This is an optimization exercise on Yosys and OpenROAD, whose aim is small area, a short achievable clock period and few clock cycles, not a production implementation.
RTL that was checked went through simulation tests only; none was proved equivalent to the original.
Only the layout flow was run in runs 1 and 2; the RTL was not checked for function there.
No activity file was given, so power comes from the tool's default toggle rates.

### flow/flow/run.sh
#!/bin/bash
# Layout flow: the standard ORFS flow with these changes:
#  - repair_timing keeps a setup margin, so paths are sized and buffered
#    past the clock period, and may resize cells to other footprints;
#  - ports are buffered with buf_2 cells.
set -e -o pipefail
export SETUP_SLACK_MARGIN=7.6
export BUFFER_PORTS_ARGS="-buffer_cell sky130_fd_sc_hd__buf_2"
bash standard.sh MATCH_CELL_FOOTPRINT=0 finish 2>&1 | tee standard_flow.log
### flow/standard.sh
#!/bin/bash
# synth_recipe.tcl (not shown) runs the flow's synth.tcl, then flattens the netlist and writes it again
# the make line also repeats each setting of config.mk as NAME=value (left out here)
make -C /OpenROAD-flow-scripts/flow DESIGN_CONFIG=/design/flow/config.mk WORK_HOME=/design/flow/orfs CLKGATE_MAP_FILE= SYNTH_SCRIPT=/design/flow/synth_recipe.tcl "${@:-finish}"
### flow/config.mk
export PLATFORM = sky130hd
export DESIGN_NAME = gfig_rx
export DESIGN_NICKNAME = gfig_rx
export VERILOG_FILES = /design/flow/design.v
export SDC_FILE = /design/flow/constraint.sdc
export NUM_CORES = 4
export LEC_CHECK = 0
export ABC_AREA = 1
export CAP_MARGIN = 20
export CORE_MARGIN = 2
export CORE_UTILIZATION = 65
export CTS_CLUSTER_DIAMETER = 100
export CTS_CLUSTER_SIZE = 30
export PLACE_DENSITY = 0.75
export SLEW_MARGIN = 20
### flow/constraint.sdc
create_clock -name core_clock -period 11.0 [get_ports {clk}]
set_input_delay 2.2000 -clock core_clock [delete_from_list [all_inputs] [get_ports {clk}]]
set_output_delay 2.2000 -clock core_clock [all_outputs]
set_load 0.01 [all_outputs]
### flow/design.v
module gfig_rx (
    input  wire         clk,
    input  wire         rst,         
    input  wire         in_valid,
    input  wire [7:0]   in_data,
    input  wire         in_last,
    output wire         in_ready,
    output reg          rep_valid,
    output reg  [2:0]   rep_code,
    output reg  [279:0] rep_data
);
    localparam [7:0] M0 = 8'hB2;
    localparam [7:0] M1 = 8'hA1;
    localparam [7:0] VERSION = 8'h01;
    localparam [2:0] R_UNKNOWN   = 3'd4;
    localparam [2:0] R_MALFORMED = 3'd5;
    localparam [2:0] R_STORM     = 3'd6;
    localparam integer D  = 35;        
    localparam integer AW = 6;
    localparam [1:0] P_HUNT = 2'd0;    
    localparam [1:0] P_FRM  = 2'd1;    
    localparam [1:0] P_UNKW = 2'd2;    
    localparam [1:0] P_SKIP = 2'd3;    
    localparam [15:0] CRC_MAGIC = 16'hC0AB;
    function [15:0] crc_byte;
        input [15:0] c;
        input [7:0]  d;
        integer j;
        reg [15:0] r;
        begin
            r = c ^ {d, 8'h00};
            for (j = 0; j < 8; j = j + 1)
                r = r[15] ? ((r << 1) ^ 16'h1021) : (r << 1);
            crc_byte = r;
        end
    endfunction
    reg       rdy;
    reg       iv, il;
    reg [7:0] id;
    assign in_ready = rdy;
    always @(posedge clk) begin
        id <= in_data;
        il <= in_last;
    end
    reg [8:0]    fm [0:D-1];           
    reg [AW-1:0] wp, rp;
    reg [AW:0]   tot;                  
    reg [AW:0]   avail;                
    reg [8:1]    a_ge;                 
    reg       hbv;                     
    reg [7:0] hb;
    reg       hf;                      
    reg       h_b2, h_a1, h_known, h_v01, h_him;
    wire [8:0] fo = fm[rp];
    always @(posedge clk) begin
        if (iv)
            fm[wp] <= {il, id};
    end
    reg [1:0]  st;
    reg        prev_b2;      
    reg [5:0]  k;            
    reg        fk2, fk3;     
    reg        fpay;         
    reg        fklo, fkend;  
    reg [1:0]  ty;           
    reg [15:0] crc;
    reg        ver_ok;
    reg        v_b2;         
    reg        t_b2, t_a1;   
    reg        lo_ok;        
    reg [3:0]  sl;           
    reg [3:0]  inv;
    reg        storm_pend;
    wire consume = hbv && a_ge[1] && (st != P_UNKW);
    wire ld      = (!hbv || consume) && (hbv ? (tot >= 2) : (tot != 0));    
    wire [3:0] sl1 = sl[3] ? 4'd8 : sl + 4'd1;
    reg [5:0] k_lo1, k_lastf;
    always @* begin
        case (ty)
            2'd1:    begin k_lo1 = 6'd13; k_lastf = 6'd12; end
            2'd2:    begin k_lo1 = 6'd61; k_lastf = 6'd38; end
            default: begin k_lo1 = 6'd11; k_lastf = 6'd11; end
        endcase
    end
    reg gate;
    always @* begin
        case (sl[2:0])
            3'd0: gate = a_ge[8];
            3'd1: gate = a_ge[7];
            3'd2: gate = a_ge[6];
            3'd3: gate = a_ge[5];
            3'd4: gate = a_ge[4];
            3'd5: gate = a_ge[3];
            3'd6: gate = a_ge[2];
            default: gate = a_ge[1];
        endcase
        if (sl[3]) gate = 1'b1;
    end
    wire [AW:0] tot_n   = tot + iv - consume;
    wire [AW:0] avail_n = (iv && il) ? tot_n : avail - consume;
    integer q;
    reg fire, fire_now;
    reg  clr_r;
    wire in_frm = consume && (st == P_FRM);
    wire pay_wr = in_frm && fpay;
    wire [7:0] pd = hb & {8{~clr_r}};
    always @(posedge clk) begin
        for (q = 0; q < 35; q = q + 1)
            if (clr_r || (pay_wr && k == q + 4))
                rep_data[8*q +: 8] <= pd;
    end
    wire up = iv && !consume;
    wire dn = !iv && consume;
    reg  rdy_n;
    always @* begin
        case ({rdy, up, dn})
            3'b010:  rdy_n = tot <= D - 2;
            3'b001:  rdy_n = tot <= D;
            3'b110:  rdy_n = tot <= D - 3;
            3'b101:  rdy_n = tot <= D - 1;
            3'b100:  rdy_n = tot <= D - 2;
            default: rdy_n = tot <= D - 1;
        endcase
    end
    reg [8:1] a_ge_n;
    always @* begin
        for (q = 1; q <= 8; q = q + 1) begin
            if (iv && il)
                a_ge_n[q] = up ? (tot >= q - 1) : dn ? (tot >= q + 1) : (tot >= q);
            else if (consume)
                a_ge_n[q] = (q == 8) ? (avail >= 9) : a_ge[q + 1];
            else
                a_ge_n[q] = a_ge[q];
        end
    end
    reg fin, fin_ok, fin_storm;
    always @(posedge clk) begin
        if (rst) begin
            rdy <= 1'b0; iv <= 1'b0;
            wp <= 0; rp <= 0; tot <= 0; avail <= 0; a_ge <= 8'd0;
            hbv <= 1'b0;
            st <= P_HUNT; prev_b2 <= 1'b0; sl <= 4'd0; inv <= 4'd0;
            storm_pend <= 1'b0;
            rep_valid <= 1'b0;
            rep_code  <= 3'd0;
            clr_r <= 1'b0;
            fin <= 1'b0; fin_storm <= 1'b0;
        end else begin
            iv  <= in_valid & rdy;
            rdy <= rdy_n;
            if (iv) wp <= (wp == D-1) ? 0 : wp + 1'b1;
            if (ld) rp <= (rp == D-1) ? 0 : rp + 1'b1;
            tot   <= tot_n;
            avail <= avail_n;
            a_ge  <= a_ge_n;
            if (ld) begin
                hbv     <= 1'b1;
                hb      <= fo[7:0];
                hf      <= fo[8];
                h_b2    <= (fo[7:0] == M0);
                h_a1    <= (fo[7:0] == M1);
                h_known <= (fo[7:0] == 8'h01) || (fo[7:0] == 8'h02) || (fo[7:0] == 8'h03);
                h_v01   <= (fo[7:0] == VERSION);
                h_him   <= (fo[7:0] == crc[15:8]);
            end else if (consume) begin
                hbv <= 1'b0;
            end
            rep_valid  <= 1'b0;
            storm_pend <= 1'b0;
            clr_r      <= 1'b0;
            fin        <= 1'b0;
            fin_storm  <= 1'b0;
            if (storm_pend) begin
                rep_valid <= 1'b1;
                rep_code  <= R_STORM;
            end
            if (fin) begin
                rep_valid  <= 1'b1;
                rep_code   <= fin_ok ? {1'b0, ty} : R_MALFORMED;
                storm_pend <= fin_storm;
            end
            fire = 1'b0;
            fire_now = 1'b0;
            if (st == P_UNKW) begin
                if (gate) fire = 1'b1;
            end else if (consume) begin
                sl <= sl1;
                case (st)
                    P_HUNT: begin
                        if (prev_b2 && h_a1) begin
                            st   <= P_FRM;
                            k    <= 6'd2;
                            fk2  <= 1'b1; fk3 <= 1'b0; fpay <= 1'b0;
                            fklo <= 1'b0; fkend <= 1'b0;
                            crc  <= CRC_MAGIC;
                            clr_r <= 1'b1;
                            if (hf && sl1[3]) sl <= 4'd2;
                        end
                        prev_b2 <= h_b2;
                    end
                    P_FRM: begin
                        k     <= k + 6'd1;
                        fk2   <= 1'b0;
                        fk3   <= fk2;
                        fpay  <= fk3 || (fpay && (k != k_lastf));
                        fklo  <= !fk2 && !fk3 && (k == k_lo1);
                        fkend <= fklo;
                        if (fk2) begin
                            ver_ok <= h_v01;
                            v_b2   <= h_b2;
                            crc    <= crc_byte(crc, hb);
                            if (hf && sl1[3]) sl <= 4'd3;
                        end else if (fk3) begin
                            t_b2 <= h_b2;
                            t_a1 <= h_a1;
                            if (h_known) begin
                                ty  <= hb[1:0];
                                crc <= crc_byte(crc, hb);
                            end else if (gate) begin
                                fire = 1'b1;
                                fire_now = 1'b1;
                            end else begin
                                st <= P_UNKW;
                            end
                        end else if (fkend) begin
                            fin    <= 1'b1;
                            fin_ok <= ver_ok && lo_ok && h_him;
                            sl <= 4'd0;
                            st <= P_HUNT;
                            prev_b2 <= 1'b0;
                            if (ver_ok && lo_ok && h_him) begin
                                inv <= 4'd0;
                            end else begin
                                clr_r <= 1'b1;
                                if (inv == 4'd10) begin
                                    inv <= 4'd0;
                                    fin_storm <= 1'b1;
                                    if (!hf) begin
                                        st <= P_SKIP;
                                        sl <= 4'd8;
                                    end
                                end else begin
                                    inv <= inv + 4'd1;
                                end
                            end
                        end else if (fklo) begin
                            lo_ok <= (hb == crc[7:0]);
                        end else begin
                            crc <= crc_byte(crc, hb);
                        end
                    end
                    P_SKIP: begin
                        if (hf && sl1[3]) begin
                            st <= P_HUNT;
                            prev_b2 <= 1'b0;
                            sl <= 4'd0;
                        end
                    end
                    default: ;
                endcase
            end
            if (fire) begin
                rep_valid <= 1'b1;
                rep_code  <= R_UNKNOWN;
                if (inv == 4'd10) begin
                    inv <= 4'd0;
                    storm_pend <= 1'b1;
                    prev_b2 <= 1'b0;
                    if (fire_now && hf && sl1[3]) begin
                        st <= P_HUNT;
                        sl <= 4'd0;
                    end else begin
                        st <= P_SKIP;
                        sl <= fire_now ? sl1 : sl;
                    end
                end else begin
                    inv <= inv + 4'd1;
                    sl  <= 4'd3;
                    if (v_b2 && (fire_now ? h_a1 : t_a1)) begin
                        st   <= P_FRM;
                        k    <= 6'd2;
                        fk2  <= 1'b1; fk3 <= 1'b0; fpay <= 1'b0;
                        fklo <= 1'b0; fkend <= 1'b0;
                        crc  <= CRC_MAGIC;
                        clr_r <= 1'b1;
                    end else begin
                        st <= P_HUNT;
                        prev_b2 <= fire_now ? h_b2 : t_b2;
                    end
                end
            end
        end
    end
endmodule
==> results.txt, run 1 <==
* Status: complete, no violations
* RSZ-0062 raised after global routing: yes
* Setup violations, final at 0
* CP startpoint kind: flip-flop
* Synthesis-to-finish area growth at 10.78%
* Max Slew Vio Count at 0
* Worst setup margin at 7615 ps
* Syn Area/Cell at 12.09 sq um
* Post-synth EDFFs at around 640
* Max Freq at just under 0.3 GHz
* CP endpoint kind: output pin
* Vias per cell at 5.884
* Final hold violation count at 0
* Final net count at 2736
* DIE WIDTH at approximately 210 microns
* Total power at just under 6 mW
* Number of global-route vias before repair at approximately 18k
* Worst path slowest cell: edfxtp_1
* DRT Wirelength at 69710 microns
* # DRC at 0
* Number of synthesis warnings at 1
* Ys async rst share at 0%
* Via count at just under 20k
* Worst clock skew at around 22 ps
* Final Instance Count excl. Fillers at around 3.3k
* Worst endpoint required time at between 8000 and 9000 ps
* Max Cap Viol at 0
* Total Negative Setup Slacks at 0 ps
* Synth Flop Type: edfxtp_1
* Period utilisation layout at 30.78%
* CORE AREA at approximately 44000 sq um
* Placed cells at between 3k and 4k
* CTS Buffer Depth at 3
* Max IR drop VDD at ~0.16 mV
* Ant. Diodes at 0
* Synthesized area at a little under 30000 sq um
* Kind of critical path: flip-flop to output pin
* TritonCTS buffer count at 27
* Antenna violations before repair at 0
* Detailed-route wire length per cell at around 21 microns
* Leading area contributor after synthesis: edfxtp_1
* Die Ht at 214.9 microns
* Synth cell types at 62
* Crit-path max cell delay at approximately 430 ps
* CP max FO at 1
* Pre-antenna DRT Iters at 6
* Area fraction of the dominant cell type after synthesis at 66.89%
* Clock Pin Slew Worst Setup and Hold Paths at 120 ps
* Min Tclk post-route at between 3000 and 4000 ps
* GRT Residual Overflow at 0
* Fillcell total at about 3.1k
* Die Area at between 40000 and 50000 sq um
* CTS H-tree depth at 1
* GRT Util Overall at 29.82%
* Worst Tran Pin Value at 1113 ps
* Starting Density at 65.66%
* Pre-CTS setup slack at between 6000 and 7000 ps
* Row count at a little under 80
* Root Buffer: clkbuf_16
* PwrDens at approximately 180 nW/um^2
* Leakage power at about 12 nW
* Arrival @ worst endpoint at between 1000 and 1500 ps
* CP Buf/Inv Count at 1
* TritonCTS clock tree: done
* Register area at slightly above 20000 sq um
* Area contributors post-synth: edfxtp_1 (67%), nand2_1 (7.2%), dfxtp_1 (4.9%)
* Detailed Route Iter0 Violations at about 2.0k
* GPL Wtd Cong at 0.9136
* Area of the multi-input gates at around 7200 sq um
* Remaining antenna violation count at 0
* First-pass GRT wire length at roughly 110000 microns
* Pin count of the biggest net entering global routing at between 90 and 100
* Syn Nets at 2448
* Worst skew pair latency at a little over 600 ps
* Rel. slew slack at 25.55%
* Share of cells above drive strength 1 at roughly 16%
* Gate Count Post-Synth at 2391
* Clock sink count at between 700 and 800
* Hold Crit Class: flip-flop to flip-flop
* Io pins at between 200 and 300
* Delay-heaviest family, CP: flip-flops
* Post-synthesis register bit count at about 700
* DPL Wire Length at between 40000 and 50000 microns
* Number of port buffers at 296
* Critical path cell sequence: buf_6
* Register area share after synthesis at 71.81%
-- placed cells by master (no fill, tap or decap), types with 13 or more instances in the layout --
cell	Yosys	routed
xor2_1	19	19
ha_1	44	42
xnor2_1	17	17
nor3_1	20	20
nand3_1	281	281
clkbuf_16	0	27
clkbuf_1	39	21
a21oi_1	57	57
buf_4	8	53
nand2_1	556	556
inv_1	144	142
o211ai_1	20	20
buf_2	35	293
o22ai_1	13	13
dfxtp_1	71	68
nor2_1	177	167
edfxtp_1	644	644
o21ai_0	115	104
-- synthesized netlist by cell type (2+ instances only) --
library cell,n
or2_2,7
buf_1,5
o31ai_1,14
dfxtp_1,71
a21oi_2,3
a41oi_1,2
o21ai_0,115
o211ai_2,2
inv_2,7
a221oi_1,3
clkinv_1,2
clkbuf_1,39
o21bai_1,3
a211oi_1,5
nor4_1,6
nand2_1,556
a31oi_1,7
or2_1,2
nand2_2,3
o22ai_1,13
a32oi_1,3
buf_2,35
nand4_1,8
inv_1,144
buf_4,8
edfxtp_1,644
nand3_1,281
xnor2_1,17
nor2_1,177
nor3_1,20
a22oi_1,5
ha_1,44
o211ai_1,20
o221ai_1,5
o21ai_1,2
buf_6,9
nand3b_1,3
nor2_2,2
a21oi_1,57
nand3_2,2
xor2_1,19
-- repair_timing --
action                                  in CTS  in global routing
endpoints found under the setup margin      54                 72
hold buffers                                 0                  0
gates resized for setup                     12                 16
buffers inserted                             1                  9
hold endpoints to repair                     0                  0
-- power by group --
group	leakage, nW	internal (mW)	switching [mW]
registers	6.40	3.15	0.100
clock network	0.362	0.475	0.760
logic	5.19	0.396	1.00
total	12.0	4.02	1.86
-- logic make-up after synthesis --
group,synth area share (%)
buffers and inverters,3.761
adder cells (fa/ha/maj),1.974
AND/OR/NAND/NOR,15.82
XOR/XNOR,1.091
AO/OA/AOI/OAI,5.544
flip-flops,71.81
-- metrics by stage --
step	hold slack, ps	area (sq um)	utilization [%]
2_1_floorplan	400.3	28920	-
3_3_place_gp	409.2	31030	70.47
3_5_place_dp	414.7	31030	70.48
4_1_cts	432.6	31840	72.33
5_1_grt	436.8	32020	72.74
6_report	430.5	32020	72.74
-- worst paths after layout --
check | end | cells past startpoint | slack, ps | start
min reg2reg | ver_ok | 0 | 430 | h_v01
max | rep_data[114] | 1 | 7610 | rep_data[114]
max reg2reg | h_a1 | 14 | 7820 | flip-flop
min | ver_ok | 0 | 430 | h_v01
-- routing by layer --
| metal | share of wire [%] | vias up | global-route usage [%] |
|---|---|---|---|
| met2 | 49 | 1008 | 50.37 |
| met4 | 3.6 | 0 | 10.39 |
| li1 | - | 8934 | - |
| met3 | 7.8 | 136 | 3.255 |
| met1 | 39 | 9292 | 40.90 |
| met5 | 0 | - | 0 |
-- sequential cells by signal (all words and copies together), names as in the netlist, 7 cells and up, named ones only --
| name | cells |
|---|---|
| fm | 315 |
| rep_data | 280 |
| crc | 16 |
| a_ge | 8 |
| hb | 8 |
| id | 8 |
| avail | 7 |
| tot | 7 |
-- cell type report --
class                           instances  area share, %
Tap cell                              592          2.313
Clock buffer                           48          2.356
Timing Repair Buffer                  355          6.232
Inverter                              155          1.864
Multi-Input combinational cell       1425          22.34
Clock inverter                          2        0.05079
Sequential cell                       715          64.84
==> inputs of run 2 (changes only) <==
==> flow/config.mk (replaced) <==
export PLATFORM = sky130hd
export DESIGN_NAME = gfig_rx
export DESIGN_NICKNAME = gfig_rx
export VERILOG_FILES = /design/flow/design.v
export SDC_FILE = /design/flow/constraint.sdc
export NUM_CORES = 4
export LEC_CHECK = 0
export ABC_CLOCK_PERIOD_IN_PS = 3000
export CAP_MARGIN = 20
export CORE_MARGIN = 2
export CORE_UTILIZATION = 65
export CTS_CLUSTER_DIAMETER = 80
export CTS_CLUSTER_SIZE = 26
export PLACE_DENSITY = 0.75
export SLEW_MARGIN = 20
==> run 2 against run 1 <==
Effect of this change:
- die area down 2.4%
- sequential power barely moved
- via count fell by 16%
- count of clock-buffer cells in the layout increased by 4
- critical endpoint is now rep_data[100]
- largest power group unchanged
- highest routed layer unchanged
==> results.txt, run 2 <==
* Status: complete, no violations
* Pre-antenna DRT Iters at 6 (unchanged)
* Via count at 16.34k (-16%)
* GRT Residual Overflow at 0 (unchanged)
* GRT Util Overall at 28.55% (-1.3 points)
* R2r setup slk at 7750 ps (-70 ps)
* Synth cell types at 67 (+8.1%)
* Gate Count Post-Synth at 1737 (-27%)
* Number of synthesis warnings at 1 (unchanged)
* CP startpoint kind: flip-flop
* Leading area contributor after synthesis: edfxtp_1
* Clock sink count at 715 (unchanged)
* Final hold violation count at 0 (unchanged)
* Placed cells at 2568 (-21%)
* Max Slew Vio Count at 0 (unchanged)
* DIE WIDTH at 212.3 microns (-1.2%)
* # DRC at 0 (unchanged)
* Die Ht at 212.3 microns (-1.2%)
* CP endpoint kind: output pin
* Hold path depth at 0 (unchanged)
* Hold Startpoint: h_v01
* RSZ-0062 raised after global routing: yes
* Flop pwr share at 54.9% (-0.4 points)
* Io pins at 297 (unchanged)
* Synthesized area at 28200 sq um (-2.4%)
* DRT Wirelength at 64390 microns (-7.6%)
* Leakage power at 10.65 nW (-11%)
* Min Tclk post-route at 3392 ps (+7.110 ps)
* Period utilisation layout at 30.84% (+0.065 points)
* First-pass GRT wire length at 95120 microns (-10%)
* Starting Density at 65.61% (about the same)
* Syn Area/Cell at 16.24 sq um (+34%)
* Ant. Diodes at 0 (unchanged)
* GPL Wtd Cong at 0.8485 (-7.1%)
* Clock network power share at 26.6% (+5.6 points)
* Synthesis-to-finish area growth at 11.97%
* Area fraction of the dominant cell type after synthesis at 68.57% (+1.7 points)
* Hold Crit Endpoint: ver_ok
* CTS Buffer Depth at 3 (unchanged)
* Rel. slew slack at 25.99% (+0.44 points)
* Syn Nets at 1794 (-27%)
* Kind of critical path: flip-flop to output pin
* Worst skew pair latency at 590 ps (-20 ps)
* Clock Pin Slew Worst Setup and Hold Paths at 110 ps (about the same)
* Most common cell in the netlist: edfxtp_1
* Largest regs: fm x315, rep_data x280, crc x16
* Post-synth EDFFs at 644 (unchanged)
* Final net count at 2086 (-24%)
* Reg2Reg Launch Point: st[1]
* TritonCTS clock tree: done
* CTS H-tree depth at 2 (+1)
* Synth Flop Type: edfxtp_1
* Register area share after synthesis at 73.61% (+1.8 points)
* Total power at 5.887 mW (about the same)
* Vias per cell at 6.198 (+5.3%)
* Number of port buffers at 296 (unchanged)
* CORE AREA at 42980 sq um (-2.4%)
* Die Area at 45070 sq um (-2.4%)
* Final Instance Count excl. Fillers at 2637 (-20%)
* Share of cells above drive strength 1 at 23.64% (+7.2 points)
* Root Buffer: clkbuf_16
* Worst path slowest cell: edfxtp_1
* Max Freq at 0.2948 GHz (-0.21%)
* Hold Crit Class: flip-flop to flip-flop
* Crit-path max cell delay at 440 ps (about the same)
* Critical path cell sequence: buf_2
* Area contributors post-synth: edfxtp_1 (69%), dfxtp_1 (5.0%), mux4_2 (3.6%)
* Most common cell after layout, fill and taps aside: edfxtp_1
* Post-synthesis register bit count at 715 (unchanged)
* Worst r2r path cells at 6 (-8)
* Remaining antenna violation count at 0 (unchanged)
* Max IR drop VDD at 0.1553 mV (-2.6%)
* Worst endpoint required time at 8800 ps (about the same)
* Pre-CTS setup slack at 6199 ps (-577.4 ps)
* TritonCTS buffer count at 36 (+33%)
* Arrival @ worst endpoint at 1190 ps (about the same)
* Total Negative Setup Slacks at 0 ps (unchanged)
* Number of global-route vias before repair at 15.61k (-14%)
* Antenna violations before repair at 0 (unchanged)
* Worst clock skew at 23.43 ps (+0.9631 ps)
* Most frequent cells in the layout: edfxtp_1 (644), buf_2 (295), nor2_1 (111)
* Top post-synthesis cells by count: edfxtp_1 (644), nor2_1 (113), nand2_1 (88)
* Combinational power share at 18.5% (-5.2 points)
* Row count at 76 (-1.3%)
* Delay-heaviest family, CP: flip-flops
* Top reg by flops: fm
* Pin count of the biggest net entering global routing at 47 (-49%)
* DPL Wire Length at 42330 microns (-8.6%)
* Worst reg2reg endpoint: rep_data[243]
* CP Buf/Inv Count at 1 (unchanged)
* Sw Ratio at 27.22% (-4.4 points)
* CP max FO at 1 (unchanged)
* Ys async rst share at 0% (unchanged)
* Switch Pwr at 1.602 mW (-14%)
* Worst setup margin at 7608 ps (-7.110 ps)
* Internal at 4.285 mW (+6.5%)
* PwrDens at 186.4 nW/um^2 (+1.5%)
* Setup violations, final at 0 (unchanged)
* Detailed-route wire length per cell at 24.42 microns (+15%)
* Worst Tran Pin Value at 1106 ps (-6.577 ps)
* Detailed Route Iter0 Violations at 1702 (-17%)
* Max Cap Viol at 0 (unchanged)
* Largest register FFs at 315 (unchanged)
## run 2: repair_timing
item,4_1_cts,5_1_grt
gates resized for setup,16,9
gates cloned,2,0
pin swaps,0,1
hold buffers,0,0
endpoints found under the setup margin,214,127
setup buffers,2,3
## run 2: power by group through the flow
stage	clock network (mW)	logic, mW	registers (mW)
global placement	0	1.05	3.29
CTS	1.58	1.08	3.23
finish	1.56	1.09	3.23
detailed placement	0	1.07	3.29
floorplan	0	0.819	3.25
global route	1.66	1.19	3.24
## run 2: metrics by stage
step                      area [sq um]  util (%)  hold WS, ps
after floorplan                  28210         -        400.3
after global placement           30250     70.37        442.7
after detailed placement         30250     70.37        451.8
after CTS                        31520     73.33        477.6
after global routing             31580     73.47        479.5
final                            31580     73.47        482.7
## run 2: how the worst max path moves through the flow
stage                       start             to  slack, ps  cells past startpoint
finish              rep_data[100]  rep_data[100]       7610                      1
global route                st[0]       avail[6]       7510                     16
CTS                 rep_data[220]  rep_data[220]       7570                      1
global placement            st[0]       avail[6]       6330                     16
detailed placement          st[0]       avail[6]       6200                     16
floorplan                     rst           h_a1       7650                      4
## run 2: kinds of logic after synthesis
| kind of cell | Yosys count | synth area share [%] |
|---|---|---|
| muxes | 129 | 7.054 |
| buffers and inverters | 116 | 1.948 |
| DFF | 715 | 73.61 |
| adders and majority gates | 45 | 2.023 |
| and+or+nand+nor | 385 | 6.655 |
| xor gates and xnor gates | 67 | 2.081 |
| AOI/OAI and AO/OA | 280 | 6.624 |
## run 2: layout make-up
cell class                 instances  area (sq um)
tap                              585         732.0
multi-input combinational        907          6987
clock buffer                      52          1025
inverter                          42         161.4
timing repair buffer             326          1728
sequential                       715         20770
clock inverter                     9         168.9
fill                            2669         11400
timing repair inverter             1         5.005
## run 2: layer usage
metal / track usage [%] / part of all wire, %
met1: 38.85 / 40
met2: 48.16 / 50
met3: 3.826 / 6.9
met4: 10.03 / 3.3
met5: 0 / 0
==> inputs of run 3 (changes only) <==
--- a/flow/design.v
+++ b/flow/design.v
@@ -44,6 +44,7 @@
     end
     reg [8:0]    fm [0:D-1];           
     reg [AW-1:0] wp, rp;
+    reg [AW:0]   mc;                   
     reg [AW:0]   tot;                  
     reg [AW:0]   avail;                
     reg [8:1]    a_ge;                 
@@ -72,7 +73,7 @@
     reg [3:0]  inv;
     reg        storm_pend;
     wire consume = hbv && a_ge[1] && (st != P_UNKW);
-    wire ld      = (!hbv || consume) && (hbv ? (tot >= 2) : (tot != 0));    
+    wire ld      = (!hbv || consume) && (mc != 0);
     wire [3:0] sl1 = sl[3] ? 4'd8 : sl + 4'd1;
     reg [5:0] k_lo1, k_lastf;
     always @* begin
@@ -137,7 +138,7 @@
     always @(posedge clk) begin
         if (rst) begin
             rdy <= 1'b0; iv <= 1'b0;
-            wp <= 0; rp <= 0; tot <= 0; avail <= 0; a_ge <= 8'd0;
+            wp <= 0; rp <= 0; mc <= 0; tot <= 0; avail <= 0; a_ge <= 8'd0;
             hbv <= 1'b0;
             st <= P_HUNT; prev_b2 <= 1'b0; sl <= 4'd0; inv <= 4'd0;
             storm_pend <= 1'b0;
@@ -150,6 +151,7 @@
             rdy <= rdy_n;
             if (iv) wp <= (wp == D-1) ? 0 : wp + 1'b1;
             if (ld) rp <= (rp == D-1) ? 0 : rp + 1'b1;
+            mc    <= mc + iv - ld;
             tot   <= tot_n;
             avail <= avail_n;
             a_ge  <= a_ge_n;
--- a/flow/config.mk
+++ b/flow/config.mk
@@ -8,8 +8,5 @@
 export ABC_CLOCK_PERIOD_IN_PS = 3000
 export CAP_MARGIN = 20
 export CORE_MARGIN = 2
-export CORE_UTILIZATION = 65
-export CTS_CLUSTER_DIAMETER = 80
-export CTS_CLUSTER_SIZE = 26
-export PLACE_DENSITY = 0.75
+export CORE_UTILIZATION = 40
 export SLEW_MARGIN = 20
==> run 3 against run 2 <==
Effect of this change:
- die area rose by 64%
- count of clock-buffer cells in the layout is 43 higher
- fmax shrank 0.67%
- worst hold slack worse by 62 ps
- final cell count up 18%
- area after synthesis is 1.9% higher
- sequential share of layout area is 4.2 points lower
- critical path depth stayed put
==> results.txt, run 3 <==
* Root Buffer: clkbuf_16
* Flop pwr share at 46.9% (-8.0 points)
* TritonCTS buffer count at 75 (+110%)
* Top reg by flops: fm
* Post-synthesis register bit count at 722 (+0.98%)
* Antenna violations before repair at 0 (unchanged)
* Clock sink count at 722 (+0.98%)
* CORE AREA at 71240 sq um (+66%)
* Crit-path max cell delay at 440 ps (about the same)
* Worst clock skew at 35.28 ps (+11.85 ps)
* # DRC at 0 (unchanged)
* RSZ-0062 raised after global routing: yes
* Post-synth EDFFs at 644 (unchanged)
* Critical path cell sequence: buf_6
* Worst skew pair latency at 620 ps (+30 ps)
* Worst setup margin at 7585 ps (-22.84 ps)
* Io pins at 297 (unchanged)
* Switch Pwr at 1.841 mW (+15%)
* Via count at 16.57k (+1.4%)
* First-pass GRT wire length at 103600 microns (+8.9%)
* Synthesized area at 28730 sq um (+1.9%)
* Rel. slew slack at 25.79% (-0.20 points)
* Die Ht at 272.0 microns (+28%)
* Final net count at 2161 (+3.6%)
* CP startpoint kind: flip-flop
* Largest register FFs at 315 (unchanged)
* PwrDens at 203.1 nW/um^2 (+8.9%)
* Top post-synthesis cells by count: edfxtp_1 (644), nor2_1 (124), nand2_1 (87)
* CTS H-tree depth at 3 (+1)
* CTS Buffer Depth at 3 (unchanged)
* Placed Area at 31140 sq um (+3.0%)
* Gate Count Post-Synth at 1768 (+1.8%)
* CP max FO at 1 (unchanged)
* Min Tclk post-route at 3415 ps (+22.84 ps)
* Final hold violation count at 0 (unchanged)
* Number of global-route vias before repair at 16.27k (+4.2%)
* DIE WIDTH at 272.0 microns (+28%)
* GRT Residual Overflow at 0 (unchanged)
* Final Cell Area at 33950 sq um (+7.5%)
* Number of synthesis warnings at 1 (unchanged)
* Syn Nets at 1834 (+2.2%)
* CP Buf/Inv Count at 1 (unchanged)
* Arrival @ worst endpoint at 1220 ps (+30 ps)
* Max IR drop VDD at 0.1562 mV (+0.55%)
* Total Negative Setup Slacks at 0 ps (unchanged)
* DPL Wire Length at 45860 microns (+8.4%)
* Delay-heaviest family, CP: flip-flops
* Largest regs: fm x315, rep_data x280, crc x16
* Starting Density at 40.32% (-25 points)
* Vias per cell at 5.336 (-14%)
* Leakage power at 11.72 nW (+10%)
* Die Area at 73980 sq um (+64%)
* Ant. Diodes at 0 (unchanged)
* Share of cells above drive strength 1 at 25.42% (+1.8 points)
* Most common cell after layout, fill and taps aside: edfxtp_1
* Kind of critical path: flip-flop to output pin
* Status: complete, no violations
* Synth Flop Type: edfxtp_1
* Worst path slowest cell: edfxtp_1
* Leading area contributor after synthesis: edfxtp_1
* Clock network power share at 36.1% (+9.5 points)
* Hold buffers post-CTS at 0 (unchanged)
* CP endpoint kind: output pin
* Most frequent cells in the layout: edfxtp_1 (644), buf_2 (290), nor2_1 (119)
* Number of port buffers at 296 (unchanged)
* Pre-CTS setup slack at 6825 ps (+626.2 ps)
* Hold Crit Class: flip-flop to flip-flop
* Worst Tran Pin Value at 1109 ps (+2.979 ps)
* Pre-antenna DRT Iters at 5 (-1)
* Most common cell in the netlist: edfxtp_1
* TritonCTS clock tree: done
* Ys async rst share at 0% (unchanged)
* Period utilisation layout at 31.05% (+0.21 points)
* Register area share after synthesis at 72.76% (-0.86 points)
* Combinational power share at 17.0% (-1.5 points)
* Max Freq at 0.2928 GHz (-0.67%)
* Sw Ratio at 26.71% (-0.51 points)
* Max Slew Vio Count at 0 (unchanged)
* Detailed Route Iter0 Violations at 1692 (-0.59%)
* Synthesis-to-finish area growth at 18.17%
* Internal at 5.053 mW (+18%)
* Detailed-route wire length per cell at 22.51 microns (-7.8%)
* Total power at 6.894 mW (+17%)
* Max Cap Viol at 0 (unchanged)
* Synth cell types at 86 (+28%)
* Syn Area/Cell at 16.25 sq um (about the same)
* Area fraction of the dominant cell type after synthesis at 67.32% (-1.3 points)
* Pin count of the biggest net entering global routing at 58 (+23%)
* GPL Wtd Cong at 0.8393 (-1.1%)
* Area contributors post-synth: edfxtp_1 (67%), dfxtp_1 (5.4%), mux4_1 (2.6%)
* Remaining antenna violation count at 0 (unchanged)
* Row count at 98 (+29%)
* Clock Pin Slew Worst Setup and Hold Paths at 60 ps (-50 ps)
* GRT Util Overall at 18.53% (-10 points)
* DRT Wirelength at 69910 microns (+8.6%)
* Worst endpoint required time at 8800 ps (about the same)
* Setup violations, final at 0 (unchanged)
-- run 3: cell types whose count changed in the layout (fill, tap and decap cells not counted), sizes merged, moves of 10 or more --
cell,delta
a31o,-12
nor2,+11
and3,-10
clkbuf,+42
a22oi,+10
inv,+14
clkinv,+27
-- run 3: final timing paths --
kind | to | depth (start not counted) | slack (ps) | from
setup / recovery | rep_data[79] | 1 | 7580 | rep_data[79]
hold / removal | ver_ok | 0 | 420 | h_v01
setup reg to reg | rep_data[226] | 6 | 7780 | st[1]
hold reg to reg | ver_ok | 0 | 420 | h_v01
-- run 3: cell type report --
class	count	area, sq um
Clock buffer	95	1983
Clock inverter	43	457.9
Fill cell	6094	37300
Inverter	59	225.2
Multi-Input combinational cell	913	7405
Sequential cell	722	20920
Tap cell	950	1189
Timing Repair Buffer	324	1769
-- run 3: logic make-up after synthesis --
family,after synthesis,share of synthesized area (%)
and+or+nand+nor,367,6.242
buffers and inverters,133,2.443
muxes,130,7.226
AOI/OAI and AO/OA,292,6.795
adders and majority gates,54,2.404
DFF,722,72.76
xor gates and xnor gates,70,2.134
-- run 3: timing repair --
action / 4_1_cts / 5_1_grt
buffers inserted: 4 / 0
pin swaps: 1 / 0
gates resized for setup: 57 / 15
setup endpoints to repair: 352 / 241
-- run 3: power by group through the flow --
stage | clock network, mW | logic (mW) | registers (mW)
after floorplan | 0 | 0.925 | 3.24
after global placement | 0 | 1.12 | 3.31
after detailed placement | 0 | 1.13 | 3.31
after CTS | 2.53 | 1.17 | 3.24
after global routing | 2.64 | 1.28 | 3.24
final | 2.49 | 1.17 | 3.24
-- run 3: per-layer routing --
layer / vias up / wire length, microns / GRT usage (%)
met5: - / 0 / 0
met4: 0 / 1884 / 5.711
met3: 108 / 4203 / 2.883
met2: 606 / 35120 / 31.88
met1: 8373 / 28700 / 24.22
li1: 7487 / - / -
-- run 3: stage by stage --
step,util (%),hold WS (ps),std cells
3_5_place_dp,43.72,410.2,2964
5_1_grt,47.65,454.3,3106
4_1_cts,47.54,424.1,3106
6_report,47.65,421.1,3106
2_1_floorplan,-,400.3,1768
3_3_place_gp,43.68,409.5,2962
-- run 3: worst reg2reg max path, delay by kind of cell (launching register included) --
kind                       cells  cell delay (ps)
and+or+nand+nor                2              840
buffers and inverters          2              590
DFF                            1              350
AOI/OAI and AO/OA              1              570
adders and majority gates      1              530
Testbench counts of run 3, summed over its fixed seeds: cycles 186,711.
==> inputs of run 4 (changes only) <==
--- a/flow/design.v
+++ b/flow/design.v
@@ -44,10 +44,9 @@
     end
     reg [8:0]    fm [0:D-1];           
     reg [AW-1:0] wp, rp;
-    reg [AW:0]   mc;                   
     reg [AW:0]   tot;                  
     reg [AW:0]   avail;                
-    reg [8:1]    a_ge;                 
+    reg [5:1]    a_ge;                 
     reg       hbv;                     
     reg [7:0] hb;
     reg       hf;                      
@@ -73,7 +72,7 @@
     reg [3:0]  inv;
     reg        storm_pend;
     wire consume = hbv && a_ge[1] && (st != P_UNKW);
-    wire ld      = (!hbv || consume) && (mc != 0);
+    wire ld      = (!hbv || consume) && (hbv ? (tot >= 2) : (tot != 0));    
     wire [3:0] sl1 = sl[3] ? 4'd8 : sl + 4'd1;
     reg [5:0] k_lo1, k_lastf;
     always @* begin
@@ -86,14 +85,11 @@
     reg gate;
     always @* begin
         case (sl[2:0])
-            3'd0: gate = a_ge[8];
-            3'd1: gate = a_ge[7];
-            3'd2: gate = a_ge[6];
-            3'd3: gate = a_ge[5];
             3'd4: gate = a_ge[4];
             3'd5: gate = a_ge[3];
             3'd6: gate = a_ge[2];
-            default: gate = a_ge[1];
+            3'd7: gate = a_ge[1];
+            default: gate = a_ge[5];
         endcase
         if (sl[3]) gate = 1'b1;
     end
@@ -123,13 +119,13 @@
             default: rdy_n = tot <= D - 1;
         endcase
     end
-    reg [8:1] a_ge_n;
-    always @* begin
-        for (q = 1; q <= 8; q = q + 1) begin
+    reg [5:1] a_ge_n;
+    always @* begin
+        for (q = 1; q <= 5; q = q + 1) begin
             if (iv && il)
                 a_ge_n[q] = up ? (tot >= q - 1) : dn ? (tot >= q + 1) : (tot >= q);
             else if (consume)
-                a_ge_n[q] = (q == 8) ? (avail >= 9) : a_ge[q + 1];
+                a_ge_n[q] = (q == 5) ? (avail >= 6) : a_ge[q + 1];
             else
                 a_ge_n[q] = a_ge[q];
         end
@@ -138,12 +134,11 @@
     always @(posedge clk) begin
         if (rst) begin
             rdy <= 1'b0; iv <= 1'b0;
-            wp <= 0; rp <= 0; mc <= 0; tot <= 0; avail <= 0; a_ge <= 8'd0;
+            wp <= 0; rp <= 0; tot <= 0; avail <= 0; a_ge <= 5'd0;
             hbv <= 1'b0;
             st <= P_HUNT; prev_b2 <= 1'b0; sl <= 4'd0; inv <= 4'd0;
             storm_pend <= 1'b0;
             rep_valid <= 1'b0;
-            rep_code  <= 3'd0;
             clr_r <= 1'b0;
             fin <= 1'b0; fin_storm <= 1'b0;
         end else begin
@@ -151,7 +146,6 @@
             rdy <= rdy_n;
             if (iv) wp <= (wp == D-1) ? 0 : wp + 1'b1;
             if (ld) rp <= (rp == D-1) ? 0 : rp + 1'b1;
-            mc    <= mc + iv - ld;
             tot   <= tot_n;
             avail <= avail_n;
             a_ge  <= a_ge_n;
--- a/flow/config.mk
+++ b/flow/config.mk
@@ -8,5 +8,8 @@
 export ABC_CLOCK_PERIOD_IN_PS = 3000
 export CAP_MARGIN = 20
 export CORE_MARGIN = 2
-export CORE_UTILIZATION = 40
+export CORE_UTILIZATION = 65
+export CTS_CLUSTER_DIAMETER = 80
+export CTS_CLUSTER_SIZE = 26
+export PLACE_DENSITY = 0.75
 export SLEW_MARGIN = 20
==> run 4 against run 3 <==
Effect of this change:
- highest routed layer unchanged
- non-clock buffer count shrank 2
- critical endpoint is now rep_data[55]
- largest power group unchanged
- register-to-register slack lost 60 ps
- worst setup slack gained 43 ps
- still clean
==> results.txt, run 4 <==
* Status: complete, no violations
* Worst Tran Pin Value at 1081 ps (-28.48 ps)
* Most common cell after layout, fill and taps aside: edfxtp_1
* Hold Startpoint: fin_storm
* Syn Nets at 1727 (-5.8%)
* Synth Flop Type: edfxtp_1
* CP Buf/Inv Count at 1 (unchanged)
* CORE AREA at 42040 sq um (-41%)
* Area contributors post-synth: edfxtp_1 (70%), dfxtp_1 (4.7%), mux4_2 (4.2%)
* Setup violations, final at 0 (unchanged)
* Fillcell total at 2602 (-57%)
* CP Launch Point: rep_data[55]
* # DRC at 0 (unchanged)
* Rel. slew slack at 27.69% (+1.9 points)
* Hold Crit Class: flip-flop to flip-flop
* Row count at 75 (-23%)
* Critical path cell sequence: buf_2
* Placed Area at 29710 sq um (-4.6%)
* Die Ht at 210.5 microns (-23%)
* Largest register FFs at 315 (unchanged)
* Min Tclk post-route at 3372 ps (-43.46 ps)
* Max IR drop VDD at 0.2060 mV (+32%)
* Pre-CTS setup slack at 6667 ps (-158.1 ps)
* Worst clock skew at 19.48 ps (-15.80 ps)
* GRT Residual Overflow at 0 (unchanged)
* Antenna violations before repair at 0 (unchanged)
* Vias per cell at 6.178 (+16%)
* Number of port buffers at 296 (unchanged)
* Leading area contributor after synthesis: edfxtp_1
* Worst skew pair latency at 580 ps (-40 ps)
* Remaining antenna violation count at 0 (unchanged)
* Area of the multi-input gates at 6540 sq um (-12%)
* Die Area at 44320 sq um (-40%)
* PwrDens at 184.9 nW/um^2 (-8.9%)
* Synthesis-to-finish area growth at 11.25%
* Max Freq at 0.2966 GHz (+1.3%)
* Ys async rst share at 0% (unchanged)
* Post-synth EDFFs at 647 (+0.47%)
* DPL Wire Length at 41840 microns (-8.8%)
* Number of global-route vias before repair at 15.14k (-7.0%)
* Hold path depth at 2 (+2)
* Arrival @ worst endpoint at 1170 ps (-50 ps)
* CTS Buffer Depth at 3 (unchanged)
* Root Buffer: clkbuf_16
* Pre-antenna DRT Iters at 5 (unchanged)
* Worst setup margin at 7628 ps (+43.46 ps)
* TritonCTS buffer count at 34 (-55%)
* CTS H-tree depth at 2 (-1)
* TritonCTS clock tree: done
* Max Cap Viol at 0 (unchanged)
* Synth cell types at 73 (-15%)
* Hold_ws at 457.7 ps (+36.51 ps)
* Most frequent cells in the layout: edfxtp_1 (647), buf_2 (296), nor2_1 (122)
* Core Util, Final at 73.37% (+26 points)
* Share of cells above drive strength 1 at 22.95% (-2.5 points)
* DIE WIDTH at 210.5 microns (-23%)
* Worst r2r path cells at 9 (+3)
* Detailed Route Iter0 Violations at 1473 (-13%)
* Final Cell Area at 30840 sq um (-9.1%)
* Delay-heaviest family, CP: flip-flops
* Detailed-route wire length per cell at 24.75 microns (+10%)
* Worst path slowest cell: edfxtp_1
* RSZ-0062 raised after global routing: no
* Leakage power at 10.42 nW (-11%)
* Via count at 15.63k (-5.7%)
* Hold Crit Endpoint: storm_pend
* Pin count of the biggest net entering global routing at 57 (-1.7%)
* Largest regs: fm x315, rep_data x280, crc x16
* Gate Count Post-Synth at 1672 (-5.4%)
* Area fraction of the dominant cell type after synthesis at 70.08% (+2.8 points)
* Top post-synthesis cells by count: edfxtp_1 (647), nor2_1 (125), nand2_1 (85)
* CP max FO at 1 (unchanged)
* Ant. Diodes at 0 (unchanged)
* Synthesized area at 27720 sq um (-3.5%)
* GRT Util Overall at 28.20% (+9.7 points)
* Clock Pin Slew Worst Setup and Hold Paths at 100 ps (+40 ps)
* Io pins at 297 (unchanged)
* Post-synthesis register bit count at 712 (-1.4%)
* Worst reg2reg endpoint: h_b2
* Register area share after synthesis at 74.77% (+2.0 points)
* Most common cell in the netlist: edfxtp_1
* Final hold violation count at 0 (unchanged)
* Period utilisation layout at 30.65% (-0.40 points)
* CP startpoint kind: flip-flop
* R2r setup slk at 7720 ps (-60 ps)
* Number of synthesis warnings at 1 (unchanged)
* Syn Area/Cell at 16.58 sq um (+2.1%)
* Worst endpoint required time at 8800 ps (about the same)
* Final net count at 2026 (-6.2%)
* Max Slew Vio Count at 0 (unchanged)
* Total Negative Setup Slacks at 0 ps (unchanged)
* DRT Wirelength at 62620 microns (-10%)
* First-pass GRT wire length at 93020 microns (-10%)
* Register area at 20740 sq um (-0.83%)
* Starting Density at 65.95% (+26 points)
* Crit-path max cell delay at 410 ps (-30 ps)
* CP endpoint kind: output pin
* Clock sink count at 712 (-1.4%)
* Kind of critical path: flip-flop to output pin
* GPL Wtd Cong at 0.8576 (+2.2%)
* Top reg by flops: fm
run 4: changes by cell type in the layout (fill, tap and decap cells not counted), moves of 13 or more:
cell and delta:
o21bai_2 -26, mux4_1 -28, o21bai_1 +33, clkbuf_16 -41
clkinv_2 -13, mux4_2 +28
run 4: how the worst max path moves through the flow:
| stage | slack (ps) | to | depth (start not counted) |
|---|---|---|---|
| after global placement | 6710 | wp[1] | 5 |
| after floorplan | 7760 | h_a1 | 3 |
| after global routing | 7600 | h_known | 8 |
| final | 7630 | rep_data[55] | 1 |
| after detailed placement | 6670 | wp[1] | 5 |
| after CTS | 7600 | wp[1] | 5 |
run 4: report_power, final:
group / internal (mW) / total [mW] / leakage, nW / switching (mW)
clock network: 0.605 / 1.39 / 0.475 / 0.789
registers: 3.13 / 3.23 / 6.37 / 0.0954
logic: 0.418 / 1.08 / 3.57 / 0.666
total: 4.15 / 5.70 / 10.4 / 1.55
run 4: worst min-delay path: cells and delay by family (launching register included):
family / cells / cell delay (ps)
flip-flops: 1 / 310
AO/OA/AOI/OAI: 1 / 60
AND/OR/NAND/NOR: 1 / 50
run 4: final cells by class:
type | instances | area share (%)
sequential | 712 | 67.25
multi-input combinational | 853 | 21.20
timing repair buffer | 322 | 5.529
clock buffer | 50 | 3.022
tap | 539 | 2.187
inverter | 47 | 0.5842
clock inverter | 6 | 0.1988
timing repair inverter | 1 | 0.02434
run 4: metrics by stage:
stage	cells	total power, mW
floorplan	1672	4.055
global placement	2465	4.329
detailed placement	2465	4.348
CTS	2524	5.722
global route	2530	5.906
finish	2530	5.704
run 4: repair_timing:
action / CTS / global route
buffers inserted: 2 / 6
cloned: 1 / 0
resized for setup: 10 / 5
hold buffers: 0 / 0
endpoints found under the setup margin: 148 / 21
run 4: metal layers:
layer  global-route usage [%]  vias to the layer above  routed length [microns]
met5                        0                        -                        0
met4                    9.325                        0                     1865
met3                    3.829                      111                     4234
met2                    48.95                      752                    32240
met1                    37.36                     7749                    24280
li1                         -                     7019                        -
run 4: cell families (layout without fill, tap and decap cells):
kind of cell             after synthesis  count (layout)  share of synthesized area [%]
AO/OA/AOI/OAI                        263             263                          6.255
adder cells (fa/ha/maj)               43              43                          1.968
XOR/XNOR                              66              66                          2.085
AND/OR/NAND/NOR                      360             360                          6.260
flip-flops                           712             712                          74.77
buffers and inverters                107             426                          1.900
multiplexers                         121             121                          6.761
Testbench counts of run 4, summed over its fixed seeds: cycles 186,711.
==> inputs of run 5 (changes only) <==
==> flow/flow/run.sh (replaced) <==
#!/bin/bash
# Layout flow: the standard ORFS flow with these changes:
#  - repair_timing keeps a setup margin, so paths are sized and buffered
#    past the clock period, and may resize cells to other footprints;
#  - ports are buffered with buf_1 cells.
set -e -o pipefail
export SETUP_SLACK_MARGIN=7.6
export CTS_BUF_DISTANCE=600
export BUFFER_PORTS_ARGS="-buffer_cell sky130_fd_sc_hd__buf_1"
bash standard.sh MATCH_CELL_FOOTPRINT=0 finish 2>&1 | tee standard_flow.log
==> run 5 against run 4 <==
Effect of this change:
- synthesized cell count is the same
- first-iteration DRC count grew 15%
- fmax is essentially flat
- critical path type unchanged
==> results.txt, run 5 <==
* Status: complete, no violations
* TritonCTS buffer count at 35 (+2.9%)
* Area fraction of the dominant cell type after synthesis at 70.08% (unchanged)
* Max IR drop VDD at 0.2018 mV (-2.0%)
* Detailed Route Iter0 Violations at 1697 (+15%)
* Syn Nets at 1727 (unchanged)
* Post-synthesis register bit count at 712 (unchanged)
* Starting Density at 65.95% (unchanged)
* Number of port buffers at 296 (unchanged)
* TritonCTS clock tree: done
* Max Freq at 0.2967 GHz (about the same)
* CP startpoint kind: flip-flop
* Clock sink count at 712 (unchanged)
* Worst reg2reg endpoint: h_b2
* XOR/XNOR share of the synthesized area at 2.085% (unchanged)
* CTS Buffer Depth at 3 (unchanged)
* Share of cells above drive strength 1 at 8.676% (-14 points)
* CTS H-tree depth at 2 (unchanged)
* Min Tclk post-route at 3370 ps (-1.770 ps)
* Row count at 75 (unchanged)
* Fillcell total at 2603 (+0.038%)
* Hold Crit Endpoint: storm_pend
* Synthesis-to-finish area growth at 10.23%
* Hold buffers post-CTS at 0 (unchanged)
* Simple-gate share of the synthesized area at 6.260% (unchanged)
* Compound-Gate Fraction of Synth Area at 6.255% (unchanged)
* GRT Residual Overflow at 0 (unchanged)
* GPL Wtd Cong at 0.8490 (-1.0%)
* Mux cell area share after synthesis at 6.761% (unchanged)
* Most common cell in the netlist: edfxtp_1
* Area contributors post-synth: edfxtp_1 (70%), dfxtp_1 (4.7%), mux4_2 (4.2%)
* Hold_ws at 449.2 ps (-8.411 ps)
* Crit-path max cell delay at 340 ps (-70 ps)
* Delay-heaviest family, CP: flip-flops
* Antenna violations before repair at 0 (unchanged)
* Worst endpoint required time at 8800 ps (about the same)
* Io pins at 297 (unchanged)
* Hold path depth at 2 (unchanged)
* CORE AREA at 42040 sq um (unchanged)
* Synth Flop Type: edfxtp_1
* Register area at 20740 sq um (about the same)
* Worst Tran Pin Value at 1114 ps (+33.31 ps)
* Most frequent cells in the layout: edfxtp_1 (647), buf_1 (289), nor2_1 (121)
* Leakage power at 9.663 nW (-7.3%)
* Post-synth EDFFs at 647 (unchanged)
* Vias per cell at 6.319 (+2.3%)
* DRT Wirelength at 64160 microns (+2.4%)
* Worst r2r path cells at 10 (+1)
* Total Negative Setup Slacks at 0 ps (unchanged)
* Kind of critical path: flip-flop to output pin
* Final Instance Count excl. Fillers at 2533 (+0.12%)
* Worst path slowest cell: edfxtp_1
* Most common cell after layout, fill and taps aside: edfxtp_1
* Largest register FFs at 315 (unchanged)
* Final hold violation count at 0 (unchanged)
* Ant. Diodes at 0 (unchanged)
* Detailed-route wire length per cell at 25.33 microns (+2.3%)
* Worst clock skew at 45.48 ps (+26.00 ps)
* RSZ-0062 raised after global routing: yes
* Number of global-route vias before repair at 15.37k (+1.6%)
* Die Ht at 210.5 microns (unchanged)
* Worst skew pair latency at 610 ps (+30 ps)
* Combinational family with the most area after synthesis: multiplexers
* # DRC at 0 (unchanged)
* Syn Area/Cell at 16.58 sq um (unchanged)
* Synth cell types at 73 (unchanged)
* DPL Wire Length at 42450 microns (+1.5%)
* Pre-antenna DRT Iters at 5 (unchanged)
* R2r setup slk at 7770 ps (+50 ps)
* Period utilisation layout at 30.64% (about the same)
* Max Cap Viol at 0 (unchanged)
* First-pass GRT wire length at 95090 microns (+2.2%)
* Placed cells at 2467 (+0.081%)
* PwrDens at 189.7 nW/um^2 (+2.6%)
* CP Buf/Inv Count at 1 (unchanged)
* Number of synthesis warnings at 1 (unchanged)
* Leading area contributor after synthesis: edfxtp_1
* Top post-synthesis cells by count: edfxtp_1 (647), nor2_1 (125), nand2_1 (85)
* CP endpoint kind: output pin
* CP max FO at 1 (unchanged)
* Final net count at 2027 (+0.049%)
* Post-Synth Adder-Cell Area at 1.968% (unchanged)
* Max Slew Vio Count at 0 (unchanged)
* Register area share after synthesis at 74.77% (unchanged)
* Critical path cell sequence: buf_1
* Via count at 16.01k (+2.4%)
* GRT Util Overall at 28.96% (+0.76 points)
* Hold Startpoint: fin_storm
* Clock Pin Slew Worst Setup and Hold Paths at 90 ps (about the same)
* Setup violations, final at 0 (unchanged)
* Arrival @ worst endpoint at 1170 ps (about the same)
* Root Buffer: clkbuf_16
* Hold Crit Class: flip-flop to flip-flop
* Ys async rst share at 0% (unchanged)
* Largest regs: fm x315, rep_data x280, crc x16
* Gate Count Post-Synth at 1672 (unchanged)
* Rel. slew slack at 25.47% (-2.2 points)
* Die Area at 44320 sq um (unchanged)
* Top reg by flops: fm
* Pin count of the biggest net entering global routing at 56 (-1.8%)
* Area of the multi-input gates at 6529 sq um (-0.17%)
* Synthesized area at 27720 sq um (unchanged)
* DIE WIDTH at 210.5 microns (unchanged)
* Remaining antenna violation count at 0 (unchanged)
-- run 5: how the worst max path moves through the flow --
| stage | start | to | slack, ps | cells after the start |
|---|---|---|---|---|
| 2_1_floorplan | rst | h_a1 | 7760 | 3 |
| 3_3_place_gp | rst | wp[1] | 6760 | 5 |
| 3_5_place_dp | rst | wp[1] | 6690 | 5 |
| 4_1_cts | flip-flop | h_b2 | 7600 | 9 |
| 5_1_grt | st[0] | avail[6] | 7520 | 17 |
| 6_report | rep_data[251] | rep_data[251] | 7630 | 1 |
-- run 5: timing repair --
action / 4_1_cts / 5_1_grt
endpoints found under the setup margin: 159 / 90
buffers inserted: 1 / 5
gates resized for setup: 9 / 11
pin swaps: 0 / 1
gates cloned: 1 / 0
endpoints found under the hold margin: 0 / 0
-- run 5: area by class of cell --
class	instances	share of cell area (%)
sequential	712	67.88
multi-input combinational	853	21.36
timing repair buffer	322	4.409
clock buffer	50	3.189
tap	539	2.207
inverter	47	0.5896
clock inverter	9	0.3357
timing repair inverter	1	0.02456
-- run 5: per-layer routing --
metal | GRT usage (%) | part of all wire [%] | up-vias
met5 | 0 | 0 | -
met4 | 10.34 | 3.2 | 0
met3 | 3.591 | 7.1 | 116
met2 | 50.13 | 51 | 825
met1 | 38.40 | 39 | 8050
li1 | - | - | 7014
-- run 5: power breakdown --
part           switching [mW]  internal, mW  leakage, nW
registers               0.103          3.13         6.37
logic                   0.679         0.418         2.77
clock network           0.824         0.642        0.516
-- run 5: through the flow --
step / total power, mW / util [%] / worst slack (ps) / area, sq um
finish: 5.797 / 72.69 / 7630 / 30560
global route: 5.987 / 72.69 / 7521 / 30560
CTS: 5.798 / 72.52 / 7599 / 30490
detailed placement: 4.363 / 69.83 / 6693 / 29360
global placement: 4.337 / 69.82 / 6764 / 29350
floorplan: 4.055 / - / 7757 / 27740
-- run 5: logic make-up (layout without fill, tap and decap cells) --
family	Yosys count	in the layout
flops	712	712
buf+inv	107	429
fa+ha+maj	43	43
xor+xnor	66	66
simple gates	360	360
compound gates	263	263
mux	121	121
==> inputs of run 6 (changes only) <==
--- a/flow/flow/run.sh
+++ b/flow/flow/run.sh
@@ -5,6 +5,5 @@
 #  - ports are buffered with buf_1 cells.
 set -e -o pipefail
 export SETUP_SLACK_MARGIN=7.6
-export CTS_BUF_DISTANCE=600
 export BUFFER_PORTS_ARGS="-buffer_cell sky130_fd_sc_hd__buf_1"
 bash standard.sh MATCH_CELL_FOOTPRINT=0 finish 2>&1 | tee standard_flow.log
--- a/flow/config.mk
+++ b/flow/config.mk
@@ -9,7 +9,7 @@
 export CAP_MARGIN = 20
 export CORE_MARGIN = 2
 export CORE_UTILIZATION = 65
-export CTS_CLUSTER_DIAMETER = 80
-export CTS_CLUSTER_SIZE = 26
+export CTS_CLUSTER_DIAMETER = 60
+export CTS_CLUSTER_SIZE = 48
 export PLACE_DENSITY = 0.75
 export SLEW_MARGIN = 20
==> run 6 against run 5 <==
Effect of this change:
- wire length up 0.30%
- critical path depth did not move
- sequential share of layout area decreased by 0.92 points
- combinational power barely moved
- non-clock buffer count fell by 1
- via count hardly changed
- critical path type unchanged
==> results.txt, run 6 <==
* Status: complete, no violations
* Worst skew pair latency at 610 ps (about the same)
* Post-synthesis register bit count at 712 (unchanged)
* Die Area at 44320 sq um (unchanged)
* Max Freq at 0.2933 GHz (-1.2%)
* Root Buffer: clkbuf_16
* Top reg by flops: fm
* Placed cells at 2467 (unchanged)
* Ant. Diodes at 0 (unchanged)
* Pin count of the biggest net entering global routing at 56 (unchanged)
* CP endpoint kind: output pin
* Area contributors post-synth: edfxtp_1 (70%), dfxtp_1 (4.7%), mux4_2 (4.2%)
* Synth cell types at 73 (unchanged)
* Critical path cell sequence: clkbuf_2
* Final hold violation count at 0 (unchanged)
* Clock Pin Slew Worst Setup and Hold Paths at 110 ps (+20 ps)
* Row count at 75 (unchanged)
* CTS Buffer Depth at 3 (unchanged)
* Syn Nets at 1727 (unchanged)
* Number of port buffers at 296 (unchanged)
* Min Tclk post-route at 3410 ps (+39.97 ps)
* CTS H-tree depth at 2 (unchanged)
* Register area share after synthesis at 74.77% (unchanged)
* Final Cell Area at 30980 sq um (+1.4%)
* Area fraction of the dominant cell type after synthesis at 70.08% (unchanged)
* CP Buf/Inv Count at 1 (unchanged)
* Remaining antenna violation count at 0 (unchanged)
* Arrival @ worst endpoint at 1210 ps (+40 ps)
* Most frequent cells in the layout: edfxtp_1 (647), buf_1 (271), nor2_1 (121)
* Crit-path max cell delay at 440 ps (+100 ps)
* TritonCTS clock tree: done
* First-pass GRT wire length at 95900 microns (+0.85%)
* Combinational family with the most area after synthesis: multiplexers
* Mux cell area share after synthesis at 6.761% (unchanged)
* Synthesized area at 27720 sq um (unchanged)
* Fillcell total at 2579 (-0.92%)
* Simple-gate share of the synthesized area at 6.260% (unchanged)
* Period utilisation layout at 31.00% (+0.36 points)
* Vias per cell at 6.300 (-0.30%)
* # DRC at 0 (unchanged)
* Compound-Gate Fraction of Synth Area at 6.255% (unchanged)
* Area of the multi-input gates at 6529 sq um (unchanged)
* Rel. slew slack at 25.26% (-0.20 points)
* Ys async rst share at 0% (unchanged)
* Pre-antenna DRT Iters at 5 (unchanged)
* CP max FO at 1 (unchanged)
* GRT Util Overall at 29.19% (+0.22 points)
* Worst endpoint required time at 8800 ps (about the same)
* Via count at 16.02k (+0.094%)
* PwrDens at 197.0 nW/um^2 (+3.8%)
* Hold buffers post-CTS at 0 (unchanged)
* Most common cell after layout, fill and taps aside: edfxtp_1
* Syn Area/Cell at 16.58 sq um (unchanged)
* Setup violations, final at 0 (unchanged)
* Gate Count Post-Synth at 1672 (unchanged)
* DIE WIDTH at 210.5 microns (unchanged)
* Detailed Route Iter0 Violations at 1687 (-0.59%)
* Max Slew Vio Count at 0 (unchanged)
* Kind of critical path: flip-flop to output pin
* GRT Residual Overflow at 0 (unchanged)
* Most common cell in the netlist: edfxtp_1
* RSZ-0062 raised after global routing: yes
* Total Negative Setup Slacks at 0 ps (unchanged)
* Detailed-route wire length per cell at 25.30 microns (about the same)
* Number of global-route vias before repair at 15.57k (+1.3%)
* Share of cells above drive strength 1 at 10.68% (+2.0 points)
* Hold Crit Class: flip-flop to flip-flop
* DPL Wire Length at 42450 microns (unchanged)
* XOR/XNOR share of the synthesized area at 2.085% (unchanged)
* Worst path slowest cell: edfxtp_1
* Largest regs: fm x315, rep_data x280, crc x16
* TritonCTS buffer count at 40 (+14%)
* Starting Density at 65.95% (unchanged)
* Leakage power at 9.915 nW (+2.6%)
* Largest register FFs at 315 (unchanged)
* Worst clock skew at 30.84 ps (-14.65 ps)
* Final Instance Count excl. Fillers at 2543 (+0.39%)
* DRT Wirelength at 64350 microns (+0.30%)
* Hold_ws at 441.8 ps (-7.418 ps)
* Io pins at 297 (unchanged)
* Max IR drop VDD at 0.1943 mV (-3.7%)
* GPL Wtd Cong at 0.8490 (unchanged)
* Number of synthesis warnings at 1 (unchanged)
* Antenna violations before repair at 0 (unchanged)
* Synth Flop Type: edfxtp_1
* Die Ht at 210.5 microns (unchanged)
* Clock sink count at 712 (unchanged)
* Synthesis-to-finish area growth at 11.74%
* CP startpoint kind: flip-flop
* Top post-synthesis cells by count: edfxtp_1 (647), nor2_1 (125), nand2_1 (85)
* Post-synth EDFFs at 647 (unchanged)
* Core Util, Final at 73.69% (+0.99 points)
* Post-Synth Adder-Cell Area at 1.968% (unchanged)
* CORE AREA at 42040 sq um (unchanged)
* Register area at 20740 sq um (unchanged)
* Worst Tran Pin Value at 1117 ps (+3.025 ps)
* Placed Area at 29360 sq um (unchanged)
* Final net count at 2031 (+0.20%)
* Delay-heaviest family, CP: flip-flops
* Max Cap Viol at 0 (unchanged)
* Leading area contributor after synthesis: edfxtp_1
-- run 6: cell count changes in the layout (fill, tap and decap cells not counted), sizes merged --
cell	previous run	this run
buf	315	297
inv	50	63
clkbuf	57	66
clkinv	4	9
bufinv	0	2
clkinvlp	3	2
-- run 6: worst paths after layout --
kind,slack (ps),cells past startpoint,start,end
worst min register to register,440,2,fin_storm,storm_pend
worst min-delay path,440,2,fin_storm,storm_pend
worst max register to register,7740,10,flip-flop,h_him
worst max-delay path,7590,1,rep_data[168],rep_data[168]
-- run 6: stage by stage --
stage,total power [mW],setup slack (ps)
finish,6.102,7590
CTS,6.104,7563
global route,6.300,7558
global placement,4.337,6764
detailed placement,4.363,6693
floorplan,4.055,7757
-- run 6: timing repair --
action,in CTS,in global routing
gates cloned,1,0
buffers inserted,2,3
endpoints found under the setup margin,169,31
resized for setup,16,27
pin swaps,0,1
-- run 6: tightest hold or removal path: stages, from the launching register on --
cell	delay (ps)
dfxtp_1	310
nand2_1	50
a21oi_1	60
-- run 6: layer usage --
layer	vias to the layer above	GRT usage [%]	routed length, microns
li1	7034	-	-
met1	8064	38.57	24750
met2	806	50.44	33170
met3	116	3.531	4383
met4	0	11.02	2042
met5	-	0	0
-- run 6: kinds of logic (layout without fill, tap and decap cells) --
kind of cell / count (synthesis) / count (layout)
AOI/OAI and AO/OA: 263 / 263
xor gates and xnor gates: 66 / 66
adders and majority gates: 43 / 43
buffers and inverters: 107 / 439
DFF: 712 / 712
muxes: 121 / 121
and+or+nand+nor: 360 / 360
-- run 6: report_power, final --
part	internal [mW]	switching, mW	total (mW)
logic	0.418	0.677	1.10
clock network	0.807	0.966	1.77
registers	3.13	0.103	3.23
-- run 6: cell type report --
cell class | count | share of cell area [%]
flip-flops and latches | 712 | 66.97
clock buffers | 42 | 3.328
repair inverters | 1 | 0.02423
inverters | 47 | 0.5816
clock inverters | 28 | 1.418
well taps | 539 | 2.177
repair buffers | 321 | 4.431
multi-input cells | 853 | 21.08

[re-timing with driven ports]
The flow's constraints put no driver on any port. The routed layouts listed below were extracted and timed again, unchanged, in two steps.
Step 1, drivers: a clkbuf_16 drives clk and a buf_2 each remaining input, both assumed.
Step 2 times the ports against the registers' clock, not the clock port: input delays grow and output delays shrink by t, the midpoint of the rising clock arrivals with the driver on.
Slacks: no drivers / after step 1 / after step 2; pairs: no drivers / after step 1.
| run | t, ns | slack for setup (ns) | worst hold slack (ns) | latest minus earliest clock arrival (ns) |
|---|---|---|---|---|
| run 1 | 0.659 | 7.615 / 7.560 / 7.059 | 0.430 / 0.430 / 0.430 | 0.025 / 0.025 |
| run 2 | 0.635 | 7.608 / 7.551 / 7.162 | 0.483 / 0.483 / 0.483 | 0.025 / 0.025 |
| run 3 | 0.667 | 7.585 / 7.527 / 7.089 | 0.421 / 0.421 / 0.421 | 0.045 / 0.044 |
| run 4 | 0.621 | 7.628 / 7.575 / 7.333 | 0.458 / 0.458 / 0.458 | 0.020 / 0.019 |
| run 5 | 0.644 | 7.630 / 7.571 / 7.272 | 0.449 / 0.449 / 0.449 | 0.045 / 0.046 |
| run 6 | 0.649 | 7.590 / 7.534 / 7.280 | 0.442 / 0.442 / 0.442 | 0.031 / 0.031 |
After both steps setup and hold are still met in every run listed. For run 1, which loses most, drivers alone change the setup slack by -0.055 ns; drivers and shift together by -0.556 ns.
